This design comes from an exercise in tuning for a short achievable clock period and few clock cycles on the open sky130 flow, not from production work.
Function was not checked in any run shown here: the RTL went through the layout flow alone.

==> flow/config.mk <==
export PLATFORM = sky130hd
export DESIGN_NAME = crc32_engine
export DESIGN_NICKNAME = crc32_engine
export VERILOG_FILES = /design/flow/design.v
export SDC_FILE = /design/flow/constraint.sdc
export NUM_CORES = 4
export LEC_CHECK = 0
export ABC_CLOCK_PERIOD_IN_PS = 1000
export CAP_MARGIN = 20
export CORE_MARGIN = 2
export CORE_UTILIZATION = 40
export SETUP_SLACK_MARGIN = 4.6
export SLEW_MARGIN = 20
export SYNTH_HIERARCHICAL = 1
export TNS_END_PERCENT = 100
==> flow/constraint.sdc <==
create_clock -name core_clock -period 6.0 [get_ports {clk}]
set_input_delay 1.2000 -clock core_clock [delete_from_list [all_inputs] [get_ports {clk}]]
set_output_delay 1.2000 -clock core_clock [all_outputs]
set_load 0.01 [all_outputs]
==> flow/design.v <==
module crc32_rom (
    input  wire [7:0]  idx,
    output wire [31:0] data
);
    assign data[0] = idx[2];
    assign data[1] = idx[0] ^ idx[3];
    assign data[2] = idx[0] ^ idx[1] ^ idx[4];
    assign data[3] = idx[1] ^ idx[2] ^ idx[5];
    assign data[4] = idx[0] ^ idx[2] ^ idx[3] ^ idx[6];
    assign data[5] = idx[1] ^ idx[3] ^ idx[4] ^ idx[7];
    assign data[6] = idx[4] ^ idx[5];
    assign data[7] = idx[0] ^ idx[5] ^ idx[6];
    assign data[8] = idx[1] ^ idx[6] ^ idx[7];
    assign data[9] = idx[7];
    assign data[10] = idx[2];
    assign data[11] = idx[3];
    assign data[12] = idx[0] ^ idx[4];
    assign data[13] = idx[0] ^ idx[1] ^ idx[5];
    assign data[14] = idx[1] ^ idx[2] ^ idx[6];
    assign data[15] = idx[2] ^ idx[3] ^ idx[7];
    assign data[16] = idx[0] ^ idx[2] ^ idx[3] ^ idx[4];
    assign data[17] = idx[0] ^ idx[1] ^ idx[3] ^ idx[4] ^ idx[5];
    assign data[18] = idx[0] ^ idx[1] ^ idx[2] ^ idx[4] ^ idx[5] ^ idx[6];
    assign data[19] = idx[1] ^ idx[2] ^ idx[3] ^ idx[5] ^ idx[6] ^ idx[7];
    assign data[20] = idx[3] ^ idx[4] ^ idx[6] ^ idx[7];
    assign data[21] = idx[2] ^ idx[4] ^ idx[5] ^ idx[7];
    assign data[22] = idx[2] ^ idx[3] ^ idx[5] ^ idx[6];
    assign data[23] = idx[3] ^ idx[4] ^ idx[6] ^ idx[7];
    assign data[24] = idx[0] ^ idx[2] ^ idx[4] ^ idx[5] ^ idx[7];
    assign data[25] = idx[0] ^ idx[1] ^ idx[2] ^ idx[3] ^ idx[5] ^ idx[6];
    assign data[26] = idx[0] ^ idx[1] ^ idx[2] ^ idx[3] ^ idx[4] ^ idx[6] ^ idx[7];
    assign data[27] = idx[1] ^ idx[3] ^ idx[4] ^ idx[5] ^ idx[7];
    assign data[28] = idx[0] ^ idx[4] ^ idx[5] ^ idx[6];
    assign data[29] = idx[0] ^ idx[1] ^ idx[5] ^ idx[6] ^ idx[7];
    assign data[30] = idx[0] ^ idx[1] ^ idx[6] ^ idx[7];
    assign data[31] = idx[1] ^ idx[7];
endmodule
module crc32_core (
    input  wire [31:0] x,
    input  wire [31:0] xb,      
    input  wire [31:0] y,
    input  wire [31:0] din,
    input  wire [1:0]  n,
    input  wire        upd,
    input  wire        set,
    input  wire        keep,
    input  wire [31:0] r,
    input  wire [31:0] dout,
    input  wire        rds,
    input  wire        fin,
    input  wire        d_keep,
    output wire [31:0] s_in,
    output wire [31:0] s_cur,
    output wire [31:0] x_d,
    output wire [31:0] d_d
);
    localparam [31:0] X_INIT = 32'h9226F562;   
    wire [31:0] t;
    assign t[0] = x[0] ^ x[1] ^ x[2] ^ x[3] ^ x[4] ^ x[6] ^ x[7] ^ x[8] ^ x[16] ^ x[20] ^ x[22] ^ x[23] ^ x[26];
    assign t[1] = ~xb[1] ^ ~xb[2] ^ ~xb[3] ^ ~xb[4] ^ x[5] ^ ~xb[7] ^ ~xb[8] ^ x[9] ^ x[17] ^ x[21] ^ ~xb[23] ^ x[24] ^ x[27];
    assign t[2] = ~xb[0] ^ x[2] ^ x[3] ^ x[4] ^ ~xb[5] ^ ~xb[6] ^ x[8] ^ ~xb[9] ^ x[10] ^ x[18] ^ ~xb[22] ^ ~xb[24] ^ x[25] ^ x[28];
    assign t[3] = x[1] ^ ~xb[3] ^ ~xb[4] ^ x[5] ^ x[6] ^ x[7] ^ x[9] ^ ~xb[10] ^ x[11] ^ x[19] ^ x[23] ^ ~xb[25] ^ ~xb[26] ^ x[29];
    assign t[4] = ~xb[2] ^ x[4] ^ ~xb[5] ^ ~xb[6] ^ ~xb[7] ^ ~xb[8] ^ x[10] ^ ~xb[11] ^ x[12] ^ ~xb[20] ^ x[24] ^ x[26] ^ ~xb[27] ^ x[30];
    assign t[5] = x[0] ^ x[3] ^ x[5] ^ x[6] ^ x[7] ^ x[8] ^ ~xb[9] ^ x[11] ^ ~xb[12] ^ x[13] ^ ~xb[21] ^ x[25] ^ x[27] ^ ~xb[28] ^ x[31];
    assign t[6] = ~xb[0] ^ x[2] ^ ~xb[3] ^ x[9] ^ ~xb[10] ^ x[12] ^ ~xb[13] ^ x[14] ^ ~xb[16] ^ x[20] ^ ~xb[23] ^ x[28] ^ ~xb[29];
    assign t[7] = ~xb[1] ^ x[3] ^ ~xb[4] ^ x[10] ^ ~xb[11] ^ x[13] ^ ~xb[14] ^ x[15] ^ ~xb[17] ^ x[21] ^ ~xb[24] ^ x[29] ^ ~xb[30];
    assign t[8] = x[0] ^ ~xb[2] ^ x[4] ^ ~xb[5] ^ x[11] ^ ~xb[12] ^ x[14] ^ ~xb[15] ^ x[16] ^ ~xb[18] ^ x[22] ^ ~xb[25] ^ x[30] ^ ~xb[31];
    assign t[9] = ~xb[0] ^ x[2] ^ ~xb[4] ^ x[5] ^ ~xb[7] ^ ~xb[8] ^ x[12] ^ ~xb[13] ^ x[15] ^ x[17] ^ ~xb[19] ^ ~xb[20] ^ ~xb[22] ^ x[31];
    assign t[10] = x[0] ^ ~xb[2] ^ x[4] ^ ~xb[5] ^ x[7] ^ ~xb[9] ^ x[13] ^ ~xb[14] ^ x[18] ^ ~xb[21] ^ x[22] ^ ~xb[26];
    assign t[11] = x[1] ^ ~xb[3] ^ x[5] ^ ~xb[6] ^ x[8] ^ ~xb[10] ^ x[14] ^ ~xb[15] ^ x[19] ^ ~xb[22] ^ x[23] ^ ~xb[27];
    assign t[12] = x[2] ^ ~xb[4] ^ x[6] ^ ~xb[7] ^ x[9] ^ ~xb[11] ^ x[15] ^ ~xb[16] ^ x[20] ^ ~xb[23] ^ x[24] ^ ~xb[28];
    assign t[13] = ~xb[0] ^ x[3] ^ ~xb[5] ^ x[7] ^ ~xb[8] ^ x[10] ^ ~xb[12] ^ x[16] ^ ~xb[17] ^ x[21] ^ ~xb[24] ^ x[25] ^ ~xb[29];
    assign t[14] = x[0] ^ ~xb[1] ^ x[4] ^ ~xb[6] ^ x[8] ^ ~xb[9] ^ x[11] ^ ~xb[13] ^ x[17] ^ ~xb[18] ^ x[22] ^ ~xb[25] ^ x[26] ^ ~xb[30];
    assign t[15] = x[1] ^ ~xb[2] ^ x[5] ^ ~xb[7] ^ x[9] ^ ~xb[10] ^ x[12] ^ ~xb[14] ^ x[18] ^ ~xb[19] ^ x[23] ^ ~xb[26] ^ x[27] ^ ~xb[31];
    assign t[16] = ~xb[1] ^ ~xb[4] ^ x[7] ^ x[10] ^ ~xb[11] ^ x[13] ^ ~xb[15] ^ ~xb[16] ^ x[19] ^ ~xb[22] ^ ~xb[23] ^ x[24] ^ x[26] ^ ~xb[27] ^ x[28];
    assign t[17] = x[2] ^ ~xb[5] ^ ~xb[8] ^ x[11] ^ ~xb[12] ^ x[14] ^ x[16] ^ ~xb[17] ^ ~xb[20] ^ x[23] ^ ~xb[24] ^ x[25] ^ x[27] ^ ~xb[28] ^ x[29];
    assign t[18] = ~xb[0] ^ ~xb[3] ^ x[6] ^ ~xb[9] ^ x[12] ^ ~xb[13] ^ x[15] ^ x[17] ^ ~xb[18] ^ ~xb[21] ^ x[24] ^ ~xb[25] ^ ~xb[26] ^ x[28] ^ ~xb[29] ^ x[30];
    assign t[19] = x[0] ^ x[1] ^ x[4] ^ ~xb[7] ^ ~xb[10] ^ x[13] ^ ~xb[14] ^ ~xb[16] ^ x[18] ^ ~xb[19] ^ x[22] ^ x[25] ^ x[26] ^ ~xb[27] ^ x[29] ^ ~xb[30] ^ x[31];
    assign t[20] = ~xb[0] ^ x[3] ^ ~xb[4] ^ x[5] ^ ~xb[6] ^ x[7] ^ ~xb[11] ^ x[14] ^ ~xb[15] ^ x[16] ^ ~xb[17] ^ x[19] ^ ~xb[22] ^ x[27] ^ ~xb[28] ^ x[30] ^ ~xb[31];
    assign t[21] = x[0] ^ ~xb[2] ^ ~xb[3] ^ ~xb[5] ^ ~xb[12] ^ x[15] ^ x[17] ^ ~xb[18] ^ x[22] ^ ~xb[26] ^ x[28] ^ ~xb[29] ^ x[31];
    assign t[22] = x[2] ^ ~xb[7] ^ x[8] ^ ~xb[13] ^ x[18] ^ ~xb[19] ^ x[20] ^ ~xb[22] ^ x[26] ^ ~xb[27] ^ x[29] ^ ~xb[30];
    assign t[23] = ~xb[0] ^ x[3] ^ ~xb[8] ^ x[9] ^ ~xb[14] ^ x[19] ^ ~xb[20] ^ x[21] ^ ~xb[23] ^ x[27] ^ ~xb[28] ^ x[30] ^ ~xb[31];
    assign t[24] = ~xb[2] ^ ~xb[3] ^ x[6] ^ x[7] ^ x[8] ^ ~xb[9] ^ x[10] ^ ~xb[15] ^ ~xb[16] ^ ~xb[21] ^ x[23] ^ ~xb[24] ^ ~xb[26] ^ x[28] ^ ~xb[29] ^ x[31];
    assign t[25] = ~xb[1] ^ x[2] ^ ~xb[6] ^ x[9] ^ ~xb[10] ^ x[11] ^ ~xb[17] ^ x[20] ^ ~xb[23] ^ x[24] ^ ~xb[25] ^ x[26] ^ ~xb[27] ^ x[29] ^ ~xb[30];
    assign t[26] = ~xb[2] ^ x[3] ^ ~xb[7] ^ x[10] ^ ~xb[11] ^ x[12] ^ ~xb[18] ^ x[21] ^ ~xb[24] ^ x[25] ^ ~xb[26] ^ x[27] ^ ~xb[28] ^ x[30] ^ ~xb[31];
    assign t[27] = x[0] ^ x[1] ^ x[2] ^ x[6] ^ x[7] ^ x[11] ^ ~xb[12] ^ x[13] ^ x[16] ^ ~xb[19] ^ ~xb[20] ^ x[23] ^ ~xb[25] ^ ~xb[27] ^ x[28] ^ ~xb[29] ^ x[31];
    assign t[28] = ~xb[0] ^ x[4] ^ ~xb[6] ^ x[12] ^ ~xb[13] ^ x[14] ^ ~xb[16] ^ x[17] ^ ~xb[21] ^ x[22] ^ ~xb[23] ^ x[24] ^ ~xb[28] ^ x[29] ^ ~xb[30];
    assign t[29] = x[0] ^ ~xb[1] ^ x[5] ^ ~xb[7] ^ x[13] ^ ~xb[14] ^ x[15] ^ ~xb[17] ^ x[18] ^ ~xb[22] ^ x[23] ^ ~xb[24] ^ x[25] ^ ~xb[29] ^ x[30] ^ ~xb[31];
    assign t[30] = ~xb[3] ^ ~xb[4] ^ x[7] ^ x[14] ^ ~xb[15] ^ ~xb[18] ^ x[19] ^ x[20] ^ x[22] ^ x[24] ^ ~xb[25] ^ ~xb[30] ^ x[31];
    assign t[31] = ~xb[0] ^ x[1] ^ ~xb[2] ^ x[3] ^ ~xb[5] ^ x[6] ^ ~xb[7] ^ x[15] ^ ~xb[19] ^ x[21] ^ ~xb[22] ^ x[25] ^ ~xb[31];
    wire [31:0] dmask = {{8{n[1] & n[0]}}, {8{n[1]}}, {8{n[1] | n[0]}}, 8'hFF};
    assign s_cur = t ^ y;
    assign s_in  = t ^ (y ^ (din & dmask));
    assign x_d   = ({32{upd}} & s_in) | ({32{set}} & X_INIT) | ({32{keep}} & x);
    assign d_d   = ({32{rds}} & s_cur) | ({32{fin}} & ~s_cur) | r | ({32{d_keep}} & dout);
endmodule
module crc32_fold (
    input  wire [31:0] w,
    input  wire [2:0]  f,
    input  wire [31:0] s_sv,
    input  wire        sres,
    output wire [31:0] r
);
    wire [31:0] c1, c2, c3;
    assign c1[0] = w[2] ^ w[8];
    assign c1[1] = w[0] ^ w[3] ^ w[9];
    assign c1[2] = w[0] ^ w[1] ^ w[4] ^ w[10];
    assign c1[3] = w[1] ^ w[2] ^ w[5] ^ w[11];
    assign c1[4] = w[0] ^ w[2] ^ w[3] ^ w[6] ^ w[12];
    assign c1[5] = w[1] ^ w[3] ^ w[4] ^ w[7] ^ w[13];
    assign c1[6] = w[4] ^ w[5] ^ w[14];
    assign c1[7] = w[0] ^ w[5] ^ w[6] ^ w[15];
    assign c1[8] = w[1] ^ w[6] ^ w[7] ^ w[16];
    assign c1[9] = w[7] ^ w[17];
    assign c1[10] = w[2] ^ w[18];
    assign c1[11] = w[3] ^ w[19];
    assign c1[12] = w[0] ^ w[4] ^ w[20];
    assign c1[13] = w[0] ^ w[1] ^ w[5] ^ w[21];
    assign c1[14] = w[1] ^ w[2] ^ w[6] ^ w[22];
    assign c1[15] = w[2] ^ w[3] ^ w[7] ^ w[23];
    assign c1[16] = w[0] ^ w[2] ^ w[3] ^ w[4] ^ w[24];
    assign c1[17] = w[0] ^ w[1] ^ w[3] ^ w[4] ^ w[5] ^ w[25];
    assign c1[18] = w[0] ^ w[1] ^ w[2] ^ w[4] ^ w[5] ^ w[6] ^ w[26];
    assign c1[19] = w[1] ^ w[2] ^ w[3] ^ w[5] ^ w[6] ^ w[7] ^ w[27];
    assign c1[20] = w[3] ^ w[4] ^ w[6] ^ w[7] ^ w[28];
    assign c1[21] = w[2] ^ w[4] ^ w[5] ^ w[7] ^ w[29];
    assign c1[22] = w[2] ^ w[3] ^ w[5] ^ w[6] ^ w[30];
    assign c1[23] = w[3] ^ w[4] ^ w[6] ^ w[7] ^ w[31];
    assign c1[24] = w[0] ^ w[2] ^ w[4] ^ w[5] ^ w[7];
    assign c1[25] = w[0] ^ w[1] ^ w[2] ^ w[3] ^ w[5] ^ w[6];
    assign c1[26] = w[0] ^ w[1] ^ w[2] ^ w[3] ^ w[4] ^ w[6] ^ w[7];
    assign c1[27] = w[1] ^ w[3] ^ w[4] ^ w[5] ^ w[7];
    assign c1[28] = w[0] ^ w[4] ^ w[5] ^ w[6];
    assign c1[29] = w[0] ^ w[1] ^ w[5] ^ w[6] ^ w[7];
    assign c1[30] = w[0] ^ w[1] ^ w[6] ^ w[7];
    assign c1[31] = w[1] ^ w[7];
    assign c2[0] = w[0] ^ w[4] ^ w[6] ^ w[7] ^ w[10] ^ w[16];
    assign c2[1] = w[1] ^ w[5] ^ w[7] ^ w[8] ^ w[11] ^ w[17];
    assign c2[2] = w[2] ^ w[6] ^ w[8] ^ w[9] ^ w[12] ^ w[18];
    assign c2[3] = w[3] ^ w[7] ^ w[9] ^ w[10] ^ w[13] ^ w[19];
    assign c2[4] = w[4] ^ w[8] ^ w[10] ^ w[11] ^ w[14] ^ w[20];
    assign c2[5] = w[5] ^ w[9] ^ w[11] ^ w[12] ^ w[15] ^ w[21];
    assign c2[6] = w[0] ^ w[4] ^ w[7] ^ w[12] ^ w[13] ^ w[22];
    assign c2[7] = w[1] ^ w[5] ^ w[8] ^ w[13] ^ w[14] ^ w[23];
    assign c2[8] = w[0] ^ w[2] ^ w[6] ^ w[9] ^ w[14] ^ w[15] ^ w[24];
    assign c2[9] = w[1] ^ w[3] ^ w[4] ^ w[6] ^ w[15] ^ w[25];
    assign c2[10] = w[2] ^ w[5] ^ w[6] ^ w[10] ^ w[26];
    assign c2[11] = w[3] ^ w[6] ^ w[7] ^ w[11] ^ w[27];
    assign c2[12] = w[0] ^ w[4] ^ w[7] ^ w[8] ^ w[12] ^ w[28];
    assign c2[13] = w[0] ^ w[1] ^ w[5] ^ w[8] ^ w[9] ^ w[13] ^ w[29];
    assign c2[14] = w[1] ^ w[2] ^ w[6] ^ w[9] ^ w[10] ^ w[14] ^ w[30];
    assign c2[15] = w[2] ^ w[3] ^ w[7] ^ w[10] ^ w[11] ^ w[15] ^ w[31];
    assign c2[16] = w[0] ^ w[3] ^ w[6] ^ w[7] ^ w[8] ^ w[10] ^ w[11] ^ w[12];
    assign c2[17] = w[0] ^ w[1] ^ w[4] ^ w[7] ^ w[8] ^ w[9] ^ w[11] ^ w[12] ^ w[13];
    assign c2[18] = w[1] ^ w[2] ^ w[5] ^ w[8] ^ w[9] ^ w[10] ^ w[12] ^ w[13] ^ w[14];
    assign c2[19] = w[0] ^ w[2] ^ w[3] ^ w[6] ^ w[9] ^ w[10] ^ w[11] ^ w[13] ^ w[14] ^ w[15];
    assign c2[20] = w[0] ^ w[1] ^ w[3] ^ w[6] ^ w[11] ^ w[12] ^ w[14] ^ w[15];
    assign c2[21] = w[1] ^ w[2] ^ w[6] ^ w[10] ^ w[12] ^ w[13] ^ w[15];
    assign c2[22] = w[2] ^ w[3] ^ w[4] ^ w[6] ^ w[10] ^ w[11] ^ w[13] ^ w[14];
    assign c2[23] = w[3] ^ w[4] ^ w[5] ^ w[7] ^ w[11] ^ w[12] ^ w[14] ^ w[15];
    assign c2[24] = w[0] ^ w[5] ^ w[7] ^ w[8] ^ w[10] ^ w[12] ^ w[13] ^ w[15];
    assign c2[25] = w[1] ^ w[4] ^ w[7] ^ w[8] ^ w[9] ^ w[10] ^ w[11] ^ w[13] ^ w[14];
    assign c2[26] = w[2] ^ w[5] ^ w[8] ^ w[9] ^ w[10] ^ w[11] ^ w[12] ^ w[14] ^ w[15];
    assign c2[27] = w[0] ^ w[3] ^ w[4] ^ w[7] ^ w[9] ^ w[11] ^ w[12] ^ w[13] ^ w[15];
    assign c2[28] = w[0] ^ w[1] ^ w[5] ^ w[6] ^ w[7] ^ w[8] ^ w[12] ^ w[13] ^ w[14];
    assign c2[29] = w[1] ^ w[2] ^ w[6] ^ w[7] ^ w[8] ^ w[9] ^ w[13] ^ w[14] ^ w[15];
    assign c2[30] = w[2] ^ w[3] ^ w[4] ^ w[6] ^ w[8] ^ w[9] ^ w[14] ^ w[15];
    assign c2[31] = w[3] ^ w[5] ^ w[6] ^ w[9] ^ w[15];
    assign c3[0] = w[0] ^ w[8] ^ w[12] ^ w[14] ^ w[15] ^ w[18] ^ w[24];
    assign c3[1] = w[0] ^ w[1] ^ w[9] ^ w[13] ^ w[15] ^ w[16] ^ w[19] ^ w[25];
    assign c3[2] = w[0] ^ w[1] ^ w[2] ^ w[10] ^ w[14] ^ w[16] ^ w[17] ^ w[20] ^ w[26];
    assign c3[3] = w[1] ^ w[2] ^ w[3] ^ w[11] ^ w[15] ^ w[17] ^ w[18] ^ w[21] ^ w[27];
    assign c3[4] = w[0] ^ w[2] ^ w[3] ^ w[4] ^ w[12] ^ w[16] ^ w[18] ^ w[19] ^ w[22] ^ w[28];
    assign c3[5] = w[0] ^ w[1] ^ w[3] ^ w[4] ^ w[5] ^ w[13] ^ w[17] ^ w[19] ^ w[20] ^ w[23] ^ w[29];
    assign c3[6] = w[1] ^ w[2] ^ w[4] ^ w[5] ^ w[6] ^ w[8] ^ w[12] ^ w[15] ^ w[20] ^ w[21] ^ w[30];
    assign c3[7] = w[2] ^ w[3] ^ w[5] ^ w[6] ^ w[7] ^ w[9] ^ w[13] ^ w[16] ^ w[21] ^ w[22] ^ w[31];
    assign c3[8] = w[3] ^ w[4] ^ w[6] ^ w[7] ^ w[8] ^ w[10] ^ w[14] ^ w[17] ^ w[22] ^ w[23];
    assign c3[9] = w[0] ^ w[4] ^ w[5] ^ w[7] ^ w[9] ^ w[11] ^ w[12] ^ w[14] ^ w[23];
    assign c3[10] = w[1] ^ w[5] ^ w[6] ^ w[10] ^ w[13] ^ w[14] ^ w[18];
    assign c3[11] = w[0] ^ w[2] ^ w[6] ^ w[7] ^ w[11] ^ w[14] ^ w[15] ^ w[19];
    assign c3[12] = w[1] ^ w[3] ^ w[7] ^ w[8] ^ w[12] ^ w[15] ^ w[16] ^ w[20];
    assign c3[13] = w[0] ^ w[2] ^ w[4] ^ w[8] ^ w[9] ^ w[13] ^ w[16] ^ w[17] ^ w[21];
    assign c3[14] = w[0] ^ w[1] ^ w[3] ^ w[5] ^ w[9] ^ w[10] ^ w[14] ^ w[17] ^ w[18] ^ w[22];
    assign c3[15] = w[1] ^ w[2] ^ w[4] ^ w[6] ^ w[10] ^ w[11] ^ w[15] ^ w[18] ^ w[19] ^ w[23];
    assign c3[16] = w[2] ^ w[3] ^ w[5] ^ w[7] ^ w[8] ^ w[11] ^ w[14] ^ w[15] ^ w[16] ^ w[18] ^ w[19] ^ w[20];
    assign c3[17] = w[0] ^ w[3] ^ w[4] ^ w[6] ^ w[8] ^ w[9] ^ w[12] ^ w[15] ^ w[16] ^ w[17] ^ w[19] ^ w[20] ^ w[21];
    assign c3[18] = w[1] ^ w[4] ^ w[5] ^ w[7] ^ w[9] ^ w[10] ^ w[13] ^ w[16] ^ w[17] ^ w[18] ^ w[20] ^ w[21] ^ w[22];
    assign c3[19] = w[2] ^ w[5] ^ w[6] ^ w[8] ^ w[10] ^ w[11] ^ w[14] ^ w[17] ^ w[18] ^ w[19] ^ w[21] ^ w[22] ^ w[23];
    assign c3[20] = w[3] ^ w[6] ^ w[7] ^ w[8] ^ w[9] ^ w[11] ^ w[14] ^ w[19] ^ w[20] ^ w[22] ^ w[23];
    assign c3[21] = w[4] ^ w[7] ^ w[9] ^ w[10] ^ w[14] ^ w[18] ^ w[20] ^ w[21] ^ w[23];
    assign c3[22] = w[0] ^ w[5] ^ w[10] ^ w[11] ^ w[12] ^ w[14] ^ w[18] ^ w[19] ^ w[21] ^ w[22];
    assign c3[23] = w[0] ^ w[1] ^ w[6] ^ w[11] ^ w[12] ^ w[13] ^ w[15] ^ w[19] ^ w[20] ^ w[22] ^ w[23];
    assign c3[24] = w[0] ^ w[1] ^ w[2] ^ w[7] ^ w[8] ^ w[13] ^ w[15] ^ w[16] ^ w[18] ^ w[20] ^ w[21] ^ w[23];
    assign c3[25] = w[1] ^ w[2] ^ w[3] ^ w[9] ^ w[12] ^ w[15] ^ w[16] ^ w[17] ^ w[18] ^ w[19] ^ w[21] ^ w[22];
    assign c3[26] = w[2] ^ w[3] ^ w[4] ^ w[10] ^ w[13] ^ w[16] ^ w[17] ^ w[18] ^ w[19] ^ w[20] ^ w[22] ^ w[23];
    assign c3[27] = w[3] ^ w[4] ^ w[5] ^ w[8] ^ w[11] ^ w[12] ^ w[15] ^ w[17] ^ w[19] ^ w[20] ^ w[21] ^ w[23];
    assign c3[28] = w[4] ^ w[5] ^ w[6] ^ w[8] ^ w[9] ^ w[13] ^ w[14] ^ w[15] ^ w[16] ^ w[20] ^ w[21] ^ w[22];
    assign c3[29] = w[5] ^ w[6] ^ w[7] ^ w[9] ^ w[10] ^ w[14] ^ w[15] ^ w[16] ^ w[17] ^ w[21] ^ w[22] ^ w[23];
    assign c3[30] = w[6] ^ w[7] ^ w[10] ^ w[11] ^ w[12] ^ w[14] ^ w[16] ^ w[17] ^ w[22] ^ w[23];
    assign c3[31] = w[7] ^ w[11] ^ w[13] ^ w[14] ^ w[17] ^ w[23];
    assign r = ({32{f[0]}} & c1) | ({32{f[1]}} & c2) | ({32{f[2]}} & c3) |
               ({32{sres}} & s_sv);
endmodule
module crc32_ynext (
    input  wire [31:0] din,
    input  wire [31:0] r,
    input  wire [31:0] y,
    input  wire        load,
    input  wire        keep,
    output wire [31:0] y_d
);
    assign y_d = ({32{load}} & din) | r | ({32{keep}} & y);
endmodule
module crc32_dsrc (
    input  wire [31:0] t_rd,
    input  wire [31:0] d_sv,
    input  wire        rt,
    input  wire        dres,
    output wire [31:0] r
);
    assign r = ({32{rt}} & t_rd) | ({32{dres}} & d_sv);
endmodule
module crc32_sel (
    input  wire       cmd_valid,
    input  wire       ready,
    input  wire [2:0] op,         
    input  wire       rst,
    input  wire       rst_q,
    input  wire       keep_q,
    input  wire       rt_q,
    input  wire       dres_q,
    output wire       upd,
    output wire       x_set,
    output wire       y_load,
    output wire       xy_keep,
    output wire       d_rds,
    output wire       d_fin,
    output wire       d_rt,
    output wire       d_res,
    output wire       d_keep
);
    wire acc = cmd_valid & ready;
    assign upd     = acc & op[1] & op[0];                     
    assign x_set   = (acc & ~op[2] & ~op[1] & op[0]) | rst_q;  
    assign y_load  = acc & op[1] & ~op[0];                    
    assign xy_keep = keep_q & ~(acc & (op[1] | (~op[2] & op[0])));
    assign d_rds   = ~rst & acc & op[2] & ~op[1] & ~op[0];    
    assign d_fin   = ~rst & acc & op[2] & ~op[1] &  op[0];    
    assign d_rt    = ~rst & rt_q;
    assign d_res   = ~rst & dres_q;
    assign d_keep  = ~rst & ~rt_q & ~dres_q & ~(acc & op[2] & ~op[1]);
endmodule
module crc32_ctl (
    input  wire       cmd_valid,
    input  wire       ready,
    input  wire [7:0] cmd,
    input  wire       rst,
    input  wire       err_q,
    output wire       keep_d,
    output wire       sres_d,
    output wire       dres_d,
    output wire [2:0] fold_d,
    output wire       err_d,
    output wire       ready_d,
    output wire       rt_d
);
    wire zhi      = ~cmd[7] & ~cmd[3] & ~cmd[2];
    wire zlo      = ~cmd[1] & ~cmd[0];
    wire full     = cmd[1] & cmd[0];
    wire op_upd   = zhi & ~cmd[6] &  cmd[5] &  cmd[4];
    wire op_init  = zhi & ~cmd[6] & ~cmd[5] &  cmd[4] & zlo;
    wire op_load  = zhi & ~cmd[6] &  cmd[5] & ~cmd[4] & zlo;
    wire op_rds   = zhi &  cmd[6] & ~cmd[5] & ~cmd[4] & zlo;
    wire op_fin   = zhi &  cmd[6] & ~cmd[5] &  cmd[4] & zlo;
    wire op_rdt   = zhi &  cmd[6] &  cmd[5] & ~cmd[4] & zlo;
    wire op_nop   = zhi & ~cmd[6] & ~cmd[5] & ~cmd[4] & zlo;
    wire op_short = op_upd & ~full;
    wire fast     = (op_upd & full) | op_init | op_load | op_rds | op_fin | op_nop;
    wire legal    = fast | op_short | op_rdt;
    wire acc      = cmd_valid & ready;
    wire go       = acc & ~rst;
    assign keep_d  = ~rst & ~(acc & ~fast);
    assign sres_d  = go & ~(fast | op_short);
    assign dres_d  = go & ~legal;
    assign fold_d  = {3{go & op_short}} & {cmd[1] & ~cmd[0], ~cmd[1] & cmd[0], zlo};
    assign err_d   = ~rst & (err_q | (go & ~legal));
    assign ready_d = ~rst & ~(go & ~fast);
    assign rt_d    = go & op_rdt;
endmodule
module crc32_engine (
    input  wire        clk,
    input  wire        rst,
    input  wire        cmd_valid,
    output wire        cmd_ready,
    input  wire [7:0]  cmd,
    input  wire [31:0] din,
    output wire [31:0] dout,
    output wire        err
);
    reg [31:0] x_q;       
    reg [31:0] xb_q;      
    reg [31:0] y_q;       
    reg [31:0] w_q;       
    reg [31:0] s_sv_q;    
    reg [31:0] d_sv_q;    
    reg [2:0]  fold_q;    
    reg        rst_q;     
    reg        keep_q;    
    reg        sres_q;    
    reg        dres_q;    
    reg [31:0] dout_q;    
    reg        err_q;     
    reg        ready_q;   
    reg        rt_q;      
    reg [7:0]  idx_q;     
    wire upd, x_set, y_load, xy_keep, d_rds, d_fin, d_rt, d_res, d_keep;
    crc32_sel u_sel (
        .cmd_valid(cmd_valid), .ready(ready_q), .op(cmd[6:4]), .rst(rst),
        .rst_q(rst_q), .keep_q(keep_q), .rt_q(rt_q), .dres_q(dres_q),
        .upd(upd), .x_set(x_set), .y_load(y_load), .xy_keep(xy_keep),
        .d_rds(d_rds), .d_fin(d_fin), .d_rt(d_rt), .d_res(d_res), .d_keep(d_keep));
    wire keep_d, sres_d, dres_d, err_d, ready_d, rt_d;
    wire [2:0] fold_d;
    crc32_ctl u_ctl (
        .cmd_valid(cmd_valid), .ready(ready_q), .cmd(cmd), .rst(rst), .err_q(err_q),
        .keep_d(keep_d), .sres_d(sres_d), .dres_d(dres_d), .fold_d(fold_d),
        .err_d(err_d), .ready_d(ready_d), .rt_d(rt_d));
    wire [31:0] s_in, x_d, r_y, y_d, t_rd, r_d, s_cur, d_d;
    crc32_core  u_core (.x(x_q), .xb(xb_q), .y(y_q), .din(din), .n(cmd[1:0]), .upd(upd), .set(x_set),
                        .keep(xy_keep), .r(r_d), .dout(dout_q), .rds(d_rds), .fin(d_fin),
                        .d_keep(d_keep), .s_in(s_in), .s_cur(s_cur), .x_d(x_d), .d_d(d_d));
    crc32_fold  u_fold (.w(w_q), .f(fold_q), .s_sv(s_sv_q), .sres(sres_q), .r(r_y));
    crc32_ynext u_yn   (.din(din), .r(r_y), .y(y_q), .load(y_load), .keep(xy_keep), .y_d(y_d));
    crc32_rom   u_rom  (.idx(idx_q), .data(t_rd));
    crc32_dsrc  u_ds   (.t_rd(t_rd), .d_sv(d_sv_q), .rt(d_rt), .dres(d_res), .r(r_d));
    always @(posedge clk) begin
        idx_q   <= din[7:0];
        w_q     <= s_in;
        s_sv_q  <= s_cur;
        d_sv_q  <= dout_q;
        rst_q   <= rst;
        keep_q  <= keep_d;
        sres_q  <= sres_d;
        dres_q  <= dres_d;
        fold_q  <= fold_d;
        x_q     <= x_d;
        xb_q    <= ~x_d;
        y_q     <= y_d;
        dout_q  <= d_d;
        err_q   <= err_d;
        ready_q <= ready_d;
        rt_q    <= rt_d;
    end
    assign cmd_ready = ready_q;
    assign dout      = dout_q;
    assign err       = err_q;
endmodule
==> flow/flow/run.sh <==
#!/bin/bash
# Standard layout (the standard.sh, which runs the standard synthesis
# script), with more slow cells kept out of synthesis and repair: three-input
# XORs, high-stack OR/NOR/AND-OR cells and the like. Registers are untouched
# (flip-flops are mapped before ABC and none of them is in the list).
set -euo pipefail
PL=$(cat flow/platform_dont_use.txt)
EXTRA=$(cat flow/extra_dont_use.txt)
bash standard.sh "DONT_USE_CELLS=$PL $EXTRA" finish > standard.log 2>&1
==> flow/flow/extra_dont_use.txt <==
sky130_fd_sc_hd__a2111o_1 sky130_fd_sc_hd__a2111o_2 sky130_fd_sc_hd__a2111o_4 sky130_fd_sc_hd__a2111oi_0 sky130_fd_sc_hd__a2111oi_1 sky130_fd_sc_hd__a2111oi_2 sky130_fd_sc_hd__a2111oi_4 sky130_fd_sc_hd__a222oi_1 sky130_fd_sc_hd__a41o_1 sky130_fd_sc_hd__a41o_2 sky130_fd_sc_hd__a41o_4 sky130_fd_sc_hd__a41oi_1 sky130_fd_sc_hd__a41oi_2 sky130_fd_sc_hd__a41oi_4 sky130_fd_sc_hd__nor4_1 sky130_fd_sc_hd__nor4_2 sky130_fd_sc_hd__nor4_4 sky130_fd_sc_hd__nor4b_1 sky130_fd_sc_hd__nor4b_2 sky130_fd_sc_hd__nor4b_4 sky130_fd_sc_hd__nor4bb_1 sky130_fd_sc_hd__nor4bb_2 sky130_fd_sc_hd__nor4bb_4 sky130_fd_sc_hd__o2111a_1 sky130_fd_sc_hd__o2111a_2 sky130_fd_sc_hd__o2111a_4 sky130_fd_sc_hd__o2111ai_1 sky130_fd_sc_hd__o2111ai_2 sky130_fd_sc_hd__o2111ai_4 sky130_fd_sc_hd__o41a_1 sky130_fd_sc_hd__o41a_2 sky130_fd_sc_hd__o41a_4 sky130_fd_sc_hd__o41ai_1 sky130_fd_sc_hd__o41ai_2 sky130_fd_sc_hd__o41ai_4 sky130_fd_sc_hd__or3_1 sky130_fd_sc_hd__or3_2 sky130_fd_sc_hd__or3_4 sky130_fd_sc_hd__or3b_1 sky130_fd_sc_hd__or3b_2 sky130_fd_sc_hd__or3b_4 sky130_fd_sc_hd__or4_1 sky130_fd_sc_hd__or4_2 sky130_fd_sc_hd__or4_4 sky130_fd_sc_hd__or4b_1 sky130_fd_sc_hd__or4b_2 sky130_fd_sc_hd__or4b_4 sky130_fd_sc_hd__or4bb_1 sky130_fd_sc_hd__or4bb_2 sky130_fd_sc_hd__or4bb_4 sky130_fd_sc_hd__xnor3_1 sky130_fd_sc_hd__xnor3_2 sky130_fd_sc_hd__xnor3_4 sky130_fd_sc_hd__xor3_1 sky130_fd_sc_hd__xor3_2 sky130_fd_sc_hd__xor3_4  sky130_fd_sc_hd__a211oi_1 sky130_fd_sc_hd__a211oi_2 sky130_fd_sc_hd__a211oi_4 sky130_fd_sc_hd__a221o_1 sky130_fd_sc_hd__a221o_2 sky130_fd_sc_hd__a221o_4 sky130_fd_sc_hd__a221oi_1 sky130_fd_sc_hd__a221oi_2 sky130_fd_sc_hd__a221oi_4 sky130_fd_sc_hd__a311o_1 sky130_fd_sc_hd__a311o_2 sky130_fd_sc_hd__a311o_4 sky130_fd_sc_hd__a311oi_1 sky130_fd_sc_hd__a311oi_2 sky130_fd_sc_hd__a311oi_4 sky130_fd_sc_hd__a32o_1 sky130_fd_sc_hd__a32o_2 sky130_fd_sc_hd__a32o_4 sky130_fd_sc_hd__a32oi_1 sky130_fd_sc_hd__a32oi_2 sky130_fd_sc_hd__a32oi_4 sky130_fd_sc_hd__and4_1 sky130_fd_sc_hd__and4_2 sky130_fd_sc_hd__and4_4 sky130_fd_sc_hd__and4b_1 sky130_fd_sc_hd__and4b_2 sky130_fd_sc_hd__and4b_4 sky130_fd_sc_hd__and4bb_1 sky130_fd_sc_hd__and4bb_2 sky130_fd_sc_hd__and4bb_4 sky130_fd_sc_hd__mux4_1 sky130_fd_sc_hd__mux4_2 sky130_fd_sc_hd__mux4_4 sky130_fd_sc_hd__nand4_1 sky130_fd_sc_hd__nand4_2 sky130_fd_sc_hd__nand4_4 sky130_fd_sc_hd__nand4b_1 sky130_fd_sc_hd__nand4b_2 sky130_fd_sc_hd__nand4b_4 sky130_fd_sc_hd__nand4bb_1 sky130_fd_sc_hd__nand4bb_2 sky130_fd_sc_hd__nand4bb_4 sky130_fd_sc_hd__nor3_1 sky130_fd_sc_hd__nor3_2 sky130_fd_sc_hd__nor3_4 sky130_fd_sc_hd__nor3b_1 sky130_fd_sc_hd__nor3b_2 sky130_fd_sc_hd__nor3b_4 sky130_fd_sc_hd__o211ai_1 sky130_fd_sc_hd__o211ai_2 sky130_fd_sc_hd__o211ai_4 sky130_fd_sc_hd__o221a_1 sky130_fd_sc_hd__o221a_2 sky130_fd_sc_hd__o221a_4 sky130_fd_sc_hd__o221ai_1 sky130_fd_sc_hd__o221ai_2 sky130_fd_sc_hd__o221ai_4 sky130_fd_sc_hd__o311a_1 sky130_fd_sc_hd__o311a_2 sky130_fd_sc_hd__o311a_4 sky130_fd_sc_hd__o311ai_0 sky130_fd_sc_hd__o311ai_1 sky130_fd_sc_hd__o311ai_2 sky130_fd_sc_hd__o311ai_4 sky130_fd_sc_hd__o32a_1 sky130_fd_sc_hd__o32a_2 sky130_fd_sc_hd__o32a_4 sky130_fd_sc_hd__o32ai_1 sky130_fd_sc_hd__o32ai_2 sky130_fd_sc_hd__o32ai_4 
==> flow/flow/platform_dont_use.txt <==
sky130_fd_sc_hd__lpflow_bleeder_1 sky130_fd_sc_hd__lpflow_clkbufkapwr_1 sky130_fd_sc_hd__lpflow_clkbufkapwr_16 sky130_fd_sc_hd__lpflow_clkbufkapwr_2 sky130_fd_sc_hd__lpflow_clkbufkapwr_4 sky130_fd_sc_hd__lpflow_clkbufkapwr_8 sky130_fd_sc_hd__lpflow_clkinvkapwr_1 sky130_fd_sc_hd__lpflow_clkinvkapwr_16 sky130_fd_sc_hd__lpflow_clkinvkapwr_2 sky130_fd_sc_hd__lpflow_clkinvkapwr_4 sky130_fd_sc_hd__lpflow_clkinvkapwr_8 sky130_fd_sc_hd__lpflow_decapkapwr_12 sky130_fd_sc_hd__lpflow_decapkapwr_3 sky130_fd_sc_hd__lpflow_decapkapwr_4 sky130_fd_sc_hd__lpflow_decapkapwr_6 sky130_fd_sc_hd__lpflow_decapkapwr_8 sky130_fd_sc_hd__lpflow_inputiso0n_1 sky130_fd_sc_hd__lpflow_inputiso0p_1 sky130_fd_sc_hd__lpflow_inputiso1n_1 sky130_fd_sc_hd__lpflow_inputiso1p_1 sky130_fd_sc_hd__lpflow_inputisolatch_1 sky130_fd_sc_hd__lpflow_isobufsrc_1 sky130_fd_sc_hd__lpflow_isobufsrc_16 sky130_fd_sc_hd__lpflow_isobufsrc_2 sky130_fd_sc_hd__lpflow_isobufsrc_4 sky130_fd_sc_hd__lpflow_isobufsrc_8 sky130_fd_sc_hd__lpflow_isobufsrckapwr_16 sky130_fd_sc_hd__lpflow_lsbuf_lh_hl_isowell_tap_1 sky130_fd_sc_hd__lpflow_lsbuf_lh_hl_isowell_tap_2 sky130_fd_sc_hd__lpflow_lsbuf_lh_hl_isowell_tap_4 sky130_fd_sc_hd__lpflow_lsbuf_lh_isowell_4 sky130_fd_sc_hd__lpflow_lsbuf_lh_isowell_tap_1 sky130_fd_sc_hd__lpflow_lsbuf_lh_isowell_tap_2 sky130_fd_sc_hd__lpflow_lsbuf_lh_isowell_tap_4 sky130_fd_sc_hd__probe_p_8 sky130_fd_sc_hd__probec_p_8 
==> flow/standard.sh <==
#!/bin/bash
# synth_recipe.tcl (not shown) runs the flow's synth.tcl, then flattens the netlist and writes it again
# the make line also repeats each setting of config.mk as NAME=value (left out here)
make -C /OpenROAD-flow-scripts/flow DESIGN_CONFIG=/design/flow/config.mk WORK_HOME=/design/flow/orfs CLKGATE_MAP_FILE= SYNTH_SCRIPT=/design/flow/synth_recipe.tcl "${@:-finish}"
==> flow_metrics.py, run 1 <==
metrics = {
    "detailed_routing": {
        "postRouteAntennaNets": 0,
        "dr.pass1.iters": 5,
        "drtIter0Drc": 1927,
        "drc": 0,
        "vias": 16530,
        "viasPerCell": 5.886,
        "wl_per_cell_um": 31.24,
        "routed_wl_um": 87720,
    },
    "synthesis": {
        "synth_area_leader_cell": "dfxtp_1",
        "syn_inst": 1749,
        "synth_top_flop_cell": "dfxtp_1",
        "ys_ff_latch": 242,
        "yosysWarnings": 7,
        "synth_cell_types": 44,
        "syn_nets": 1792,
        "ys_seq_area_share_pct": 29.72,
        "synth_top_area_share_pct": 29.72,
        "netlist_area_sq_um": 16300,
        "syn_area_per_cell_sq_um": 9.321,
        "synthArstFlopShare_pct": 0,
        "synth-edff-count": 0,
        "synthTopCellsByArea": "dfxtp_1, xnor2_1, xnor2_2",
    },
    "setup_path": {
        "worst_path_max_delay_cell": "and3_4",
        "endpoint": "xb_q[9]$_DFF_P_",
        "cp_max_fo": 5,
        "crit_required_ns": 6.46,
        "crit_chain": "buf_6, and2_4, and3_4, clkinvlp_4, buf_4, nor2_4, nand2b_1, mux2i_1, a211o_1, inv_1",
        "crit_path_end_kind": "flop",
        "arrival_ns": 2.74,
        "r2r_setup_slack_ns": 3.73,
        "r2r_cells": 11,
        "path_depth": 10,
        "crit_start": "cmd_valid",
        "critPathMaxStageDelay_ns": 0.24,
        "critPathKind": "input pin to flop",
        "cp-start-kind": "input pin",
        "cp_top_family": "simple AND/OR/NAND/NOR gates",
        "rr_endpoint": "y_q[26]$_DFF_P_",
        "r2r-start": "w_q[7]$_DFF_P_",
        "crit_buf_inv": 4,
    },
    "die": {
        "rows": 73,
        "start_util_pct": 40.75,
        "core_area_sq_um": 40010,
        "die_area_sq_um": 42390,
        "die_w_um": 205.9,
        "die_y_um": 205.9,
        "pin_count": 77,
    },
    "place": {
        "place.gp.congestion": 0.9561,
        "dpl.hpwl_um": 44950,
        "io_buffers": 76,
    },
    "layout": {
        "final_cell_mix": "buf_4, xnor2_1, xnor2_4",
        "area_growth_pct": 84.46,
        "nNetsFinal": 2305,
        "final_common_cell": "buf_4",
        "drive_gt1_share_pct": 60.39,
    },
    "global_route": {
        "grt_antenna_before_repair": 2,
        "grt_first_pass_wirelength_um": 110500,
        "grt_overflow": 0,
        "grt_max_degree": 33,
        "grt.met2_usage_pct": 57.46,
        "grtUsageTotal_pct": 36.55,
        "use_met3_pct": 7.679,
        "grt_pass1_vias": 16010,
        "grt-busiest-layer": "met2",
        "use_met1_pct": 43.74,
    },
    "clock_network": {
        "cts_max_level": 1,
        "cts_tree": "built",
        "clk_pin_slew_ns": 0.06,
        "cts_root_buffer": "clkbuf_16",
        "clockBufferDepth": 3,
        "cts_buffers": 29,
        "clock_latency_ns": 0.58,
        "clock-sinks": 242,
    },
    "sta": {
        "max_freq_mhz": 437.7,
        "rsz0062_at_grt": "yes",
        "min_period_ns": 2.284,
        "maxSlewViolCount": 0,
        "setup_viol_count_final": 0,
        "worstMarginPinSlew_ns": 0.9223,
        "slew_headroom_pct": 38.51,
        "hold_violations": 0,
        "skew_ns": 0.01481,
        "tns_ns": 0,
        "layout_worst_path_cycle_share_pct": 38.07,
        "hold_slack_ns": 0.3790,
    },
    "worst_hold_path": {
        "hold_class": "flop to flop",
    },
    "flow_run": {
        "cap_violations": 0,
    },
    "status": {
        "status": "complete, no violations",
    },
}
worst min path at each step:
stage	startpoint	end	slack, ns	cells past startpoint
2_1_floorplan	dout_q[11]$_DFF_P_	d_sv_q[11]$_DFF_P_	0.38	0
5_1_grt	dout_q[30]$_DFF_P_	d_sv_q[30]$_DFF_P_	0.39	0
4_1_cts	dout_q[24]$_DFF_P_	d_sv_q[24]$_DFF_P_	0.38	0
3_3_place_gp	dout_q[30]$_DFF_P_	d_sv_q[30]$_DFF_P_	0.34	0
6_report	dout_q[24]$_DFF_P_	d_sv_q[24]$_DFF_P_	0.38	0
3_5_place_dp	dout_q[22]$_DFF_P_	d_sv_q[22]$_DFF_P_	0.35	0
flip-flops by register name (all words and copies together) (netlist names), 3 cells and up:
register	flops
w_q	32
y_q	32
d_sv_q	32
fold_q	3
x_q	32
dout_q	32
s_sv_q	32
xb_q	32
idx_q	8
worst reg2reg max path, delay by kind of cell, from the launching register on:
family                    cells  cell delay (ns)
and+or+nand+nor               1             0.10
AOI/OAI and AO/OA             4             0.78
xor gates and xnor gates      3             0.53
buffers and inverters         3             0.42
DFF                           1             0.33
per-module statistics from Yosys (local to each module, per instance):
module        copies in the design  cells inside  area [sq um]  flops+latches
crc32_dsrc                       1            38         350.3              0
crc32_rom                        1            51         460.4              0
crc32_fold                       1           481          4013              0
crc32_ynext                      1           102         449.2              0
crc32_sel                        1            18         115.1              0
crc32_core                       1           758          5794              0
crc32_ctl                        1            27         156.4              0
crc32_engine                     1           274          4965            242
cell families after synthesis:
group | share of synthesized area, %
multiplexers | 4.244
XOR/XNOR | 42.61
AND/OR/NAND/NOR | 9.678
AO/OA/AOI/OAI | 9.064
buffers and inverters | 4.689
flip-flops | 29.72
metal layers:
metal  wire length [um]  vias to the layer above
li1                   -                     6669
met1              29970                     8079
met2              39480                     1267
met3               8579                      511
met4               9651                        2
met5                 34                        -
timing repair:
| item | in CTS | in global routing |
|---|---|---|
| pin swaps | 342 | 208 |
| gates cloned | 18 | 3 |
| endpoints found under the setup margin | 241 | 236 |
| gates resized for setup | 974 | 275 |
| buffers inserted | 351 | 115 |
| hold buffers | 0 | 0 |
cell usage after synthesis (3+ instances only):
master	count
inv_1	50
xor2_2	7
nor2b_1	21
mux2i_1	59
a21oi_1	95
xor2_1	111
mux2_1	5
and2_1	3
nand2_1	159
nor2_1	105
xnor2_4	9
and3b_1	5
dfxtp_1	242
and3_1	4
clkbuf_1	35
a22o_1	40
xnor2_1	473
o21bai_1	3
buf_4	13
xnor2_2	87
a21o_1	28
nand2b_1	5
nand3_1	53
buf_6	18
mux2_2	4
o21ai_1	6
buf_2	28
o21ai_0	58
layout make-up:
| cell class | count | area, sq um |
|---|---|---|
| antenna | 1 | 2.502 |
| clock buffer | 34 | 807.0 |
| clock inverter | 17 | 203.9 |
| fill | 2161 | 9933 |
| inverter | 50 | 202.7 |
| multi-input combinational | 1377 | 16670 |
| sequential | 242 | 5182 |
| tap | 525 | 656.9 |
| timing repair buffer | 560 | 6334 |
| timing repair inverter | 2 | 15.01 |
through the flow:
stage | util, % | cells | area, sq um | setup slack, ns
after floorplan | - | 1749 | 17980 | 3.652
after global placement | 46.41 | 2269 | 18570 | 2.279
after detailed placement | 46.41 | 2269 | 18570 | 2.234
after CTS | 68.83 | 2689 | 27540 | 3.732
after global routing | 75.17 | 2808 | 30070 | 3.690
final | 75.17 | 2808 | 30070 | 3.716
==> run 2, diff against run 1 <==
--- a/flow/config.mk
+++ b/flow/config.mk
@@ -9,7 +9,7 @@
 export CAP_MARGIN = 20
 export CORE_MARGIN = 2
 export CORE_UTILIZATION = 40
-export SETUP_SLACK_MARGIN = 4.6
+export SETUP_SLACK_MARGIN = 5.0
 export SLEW_MARGIN = 20
 export SYNTH_HIERARCHICAL = 1
 export TNS_END_PERCENT = 100
==> flow_metrics.py, run 2 <==
metrics = {
    "synthesis": {
        "synth_top_area_share_pct": 29.72,
        "synth_top_flop_cell": "dfxtp_1",
        "synth-simple-area-share_pct": 9.678,
        "yosys-mux-area-fraction_pct": 4.244,
        "yosysWarnings": 7,
        "synth-xor-area-share_pct": 42.61,
        "synth-edff-count": 0,
        "post-synth-top-count-cell": "xnor2_1",
        "synth_cell_types": 44,
        "syn_area_per_cell_sq_um": 9.321,
        "yosys.area_share.adder_pct": 0,
        "synth_compound_area_share_pct": 9.064,
        "synthTopCellsByArea": "dfxtp_1, xnor2_1, xnor2_2",
        "yosys-top-cells-count": "xnor2_1, dfxtp_1, nand2_1, xor2_1, nor2_1",
        "synthArstFlopShare_pct": 0,
        "netlist_area_sq_um": 16300,
        "ys_seq_area_share_pct": 29.72,
        "syn_nets": 1792,
        "synth_top_family_by_area": "XOR/XNOR gates",
        "ys_ff_latch": 242,
        "synth_area_leader_cell": "dfxtp_1",
        "syn_inst": 1749,
    },
    "clock_network": {
        "cts_max_level": 1,
        "clockBufferDepth": 3,
        "clk_pin_slew_ns": 0.06,
        "clock-sinks": 242,
        "cts_buffers": 28,
        "hold_buffers": 0,
        "cts_tree": "built",
        "clock_latency_ns": 0.61,
        "cts_root_buffer": "clkbuf_16",
    },
    "setup_path": {
        "cp-start-kind": "flop",
        "cp_max_fo": 6,
        "crit_required_ns": 6.47,
        "r2r_cells": 8,
        "rr_endpoint": "y_q[18]$_DFF_P_",
        "critPathKind": "flop to flop",
        "r2r_setup_slack_ns": 3.66,
        "r2r-start": "w_q[17]$_DFF_P_",
        "arrival_ns": 2.82,
        "crit_path_end_kind": "flop",
    },
    "detailed_routing": {
        "routed_wl_um": 93400,
        "drtIter0Drc": 1831,
        "drc": 0,
        "dr.pass1.iters": 5,
        "viasPerCell": 5.982,
        "postRouteAntennaNets": 0,
        "wl_per_cell_um": 33.16,
        "vias": 16850,
    },
    "status": {
        "status": "complete, no violations",
    },
    "die": {
        "rows": 73,
        "core_area_sq_um": 40010,
        "die_y_um": 205.9,
        "die_w_um": 205.9,
        "pin_count": 77,
        "start_util_pct": 40.75,
        "die_area_sq_um": 42390,
    },
    "sta": {
        "min_period_ns": 2.344,
        "maxSlewViolCount": 0,
        "skew_ns": 0.02997,
        "layout_worst_path_cycle_share_pct": 39.07,
        "max_freq_mhz": 426.6,
        "hold_slack_ns": 0.3806,
        "slew_headroom_pct": 54.71,
        "rsz0062_at_grt": "yes",
        "hold_violations": 0,
        "setup_viol_count_final": 0,
        "worstMarginPinSlew_ns": 0.6771,
        "tns_ns": 0,
    },
    "layout": {
        "final_cell_mix": "buf_4, xnor2_4, xnor2_1",
        "fillers": 2034,
        "area_growth_pct": 90.38,
        "fin_cells": 2817,
        "postLayoutCoreUtil_pct": 77.58,
        "final_common_cell": "buf_4",
        "nNetsFinal": 2314,
        "drive_gt1_share_pct": 63.06,
    },
    "global_route": {
        "grt_first_pass_wirelength_um": 112200,
        "grt_pass1_vias": 15910,
        "grt_overflow": 0,
        "grt_antenna_before_repair": 2,
        "grt_max_degree": 33,
        "grtUsageTotal_pct": 37.21,
    },
    "place": {
        "place.gp.congestion": 0.9537,
        "io_buffers": 76,
        "dpl.hpwl_um": 44670,
        "dp.cells": 2269,
    },
    "worst_hold_path": {
        "worstHoldStart": "dout_q[23]$_DFF_P_",
        "hold_path_end": "d_sv_q[23]$_DFF_P_",
        "min_path_cells": 0,
        "hold_class": "flop to flop",
    },
    "flow_run": {
        "cap_violations": 0,
    },
}
[run 2: logic make-up (layout without fill, tap and decap cells)]
kind of cell / Yosys count / in the layout
compound gates: 242 / 245
other cells: 0 / 2
mux: 68 / 68
xor+xnor: 689 / 689
simple gates: 363 / 377
buf+inv: 145 / 669
flops: 242 / 242
[run 2: what timing repair did]
action,CTS,global route
gates resized for setup,996,366
buffers inserted,346,123
cloned,26,2
setup endpoints to repair,244,235
pin swaps,314,278
[run 2: area by class of cell]
type	instances	area (sq um)	area share [%]
sequential	242	5194	16.73
timing repair inverter	2	15.01	0.04838
tap	525	656.9	2.116
clock inverter	7	95.09	0.3064
multi-input combinational	1379	17350	55.90
inverter	50	202.7	0.6531
clock buffer	42	877.1	2.826
antenna	2	5.005	0.01613
timing repair buffer	568	6641	21.40
[run 2: worst max path at each step]
stage | slack, ns | endpoint | cells after the start | startpoint
after floorplan | 3.65 | xb_q[19]$_DFF_P_ | 8 | cmd_valid
after CTS | 3.74 | dout[21] | 1 | dout_q[21]$_DFF_P_
after global placement | 2.27 | xb_q[13]$_DFF_P_ | 8 | cmd[4]
after global routing | 3.70 | xb_q[22]$_DFF_P_ | 8 | xb_q[13]$_DFF_P_
after detailed placement | 2.25 | xb_q[10]$_DFF_P_ | 8 | cmd[4]
final | 3.66 | y_q[18]$_DFF_P_ | 8 | w_q[17]$_DFF_P_
[run 2: layer usage]
metal	wire [um]	GRT usage, %	vias up
li1	-	-	6688
met1	31590	45.13	8177
met2	41300	59.44	1340
met3	9654	7.222	647
met4	10850	26.22	0
met5	0	0	-
[run 2: Yosys stat by module (local to each module, per instance)]
module	area (sq um)	flip-flops and latches	cells inside
crc32_ctl	156.4	0	27
crc32_dsrc	350.3	0	38
crc32_fold	4013	0	481
crc32_engine	4965	242	274
crc32_sel	115.1	0	18
crc32_rom	460.4	0	51
crc32_core	5794	0	758
crc32_ynext	449.2	0	102
[run 2: per-stage QoR]
stage	worst slack, ns	cell area (sq um)
2_1_floorplan	3.652	18110
3_3_place_gp	2.271	18690
3_5_place_dp	2.252	18690
4_1_cts	3.738	27750
5_1_grt	3.697	31040
6_report	3.656	31040
[run 2: critical path: stages (launching register included)]
cell and delay, ns:
dfxtp_4 0.43, xnor2_1 0.36, xnor2_1 0.16, xnor2_2 0.31, xor2_1 0.15, a21oi_1 0.24
o21ai_0 0.29, a21oi_1 0.22, nand2_1 0.07

[what the ideal ports hide]
How much do the figures lean on ideal ports? The routed layouts below were timed once more, with nothing changed but the port constraints.
Step 1, drivers: a clkbuf_16 drives clk and a buf_2 each remaining input, both assumed.
Step 2 moves the port delays by t, midway between the first and last clock arrival at a register: inputs arrive t later, outputs are due t later. That takes back most of the time a late clock gives input paths.
Three values: no drivers, after step 1, after step 2; two values: the first two.
run	t, ns	setup WS [ns]	hold WS [ns]	worst setup path after step 2
run 1	0.633	3.716 / 3.683 / 3.101	0.379 / 0.379 / 0.379	input to register
run 2	0.654	3.656 / 3.656 / 3.134	0.381 / 0.381 / 0.381	input to register
After both steps setup and hold are still met in every run listed. For run 1, which loses most, drivers alone change the setup slack by -0.033 ns; drivers and shift together by -0.615 ns.
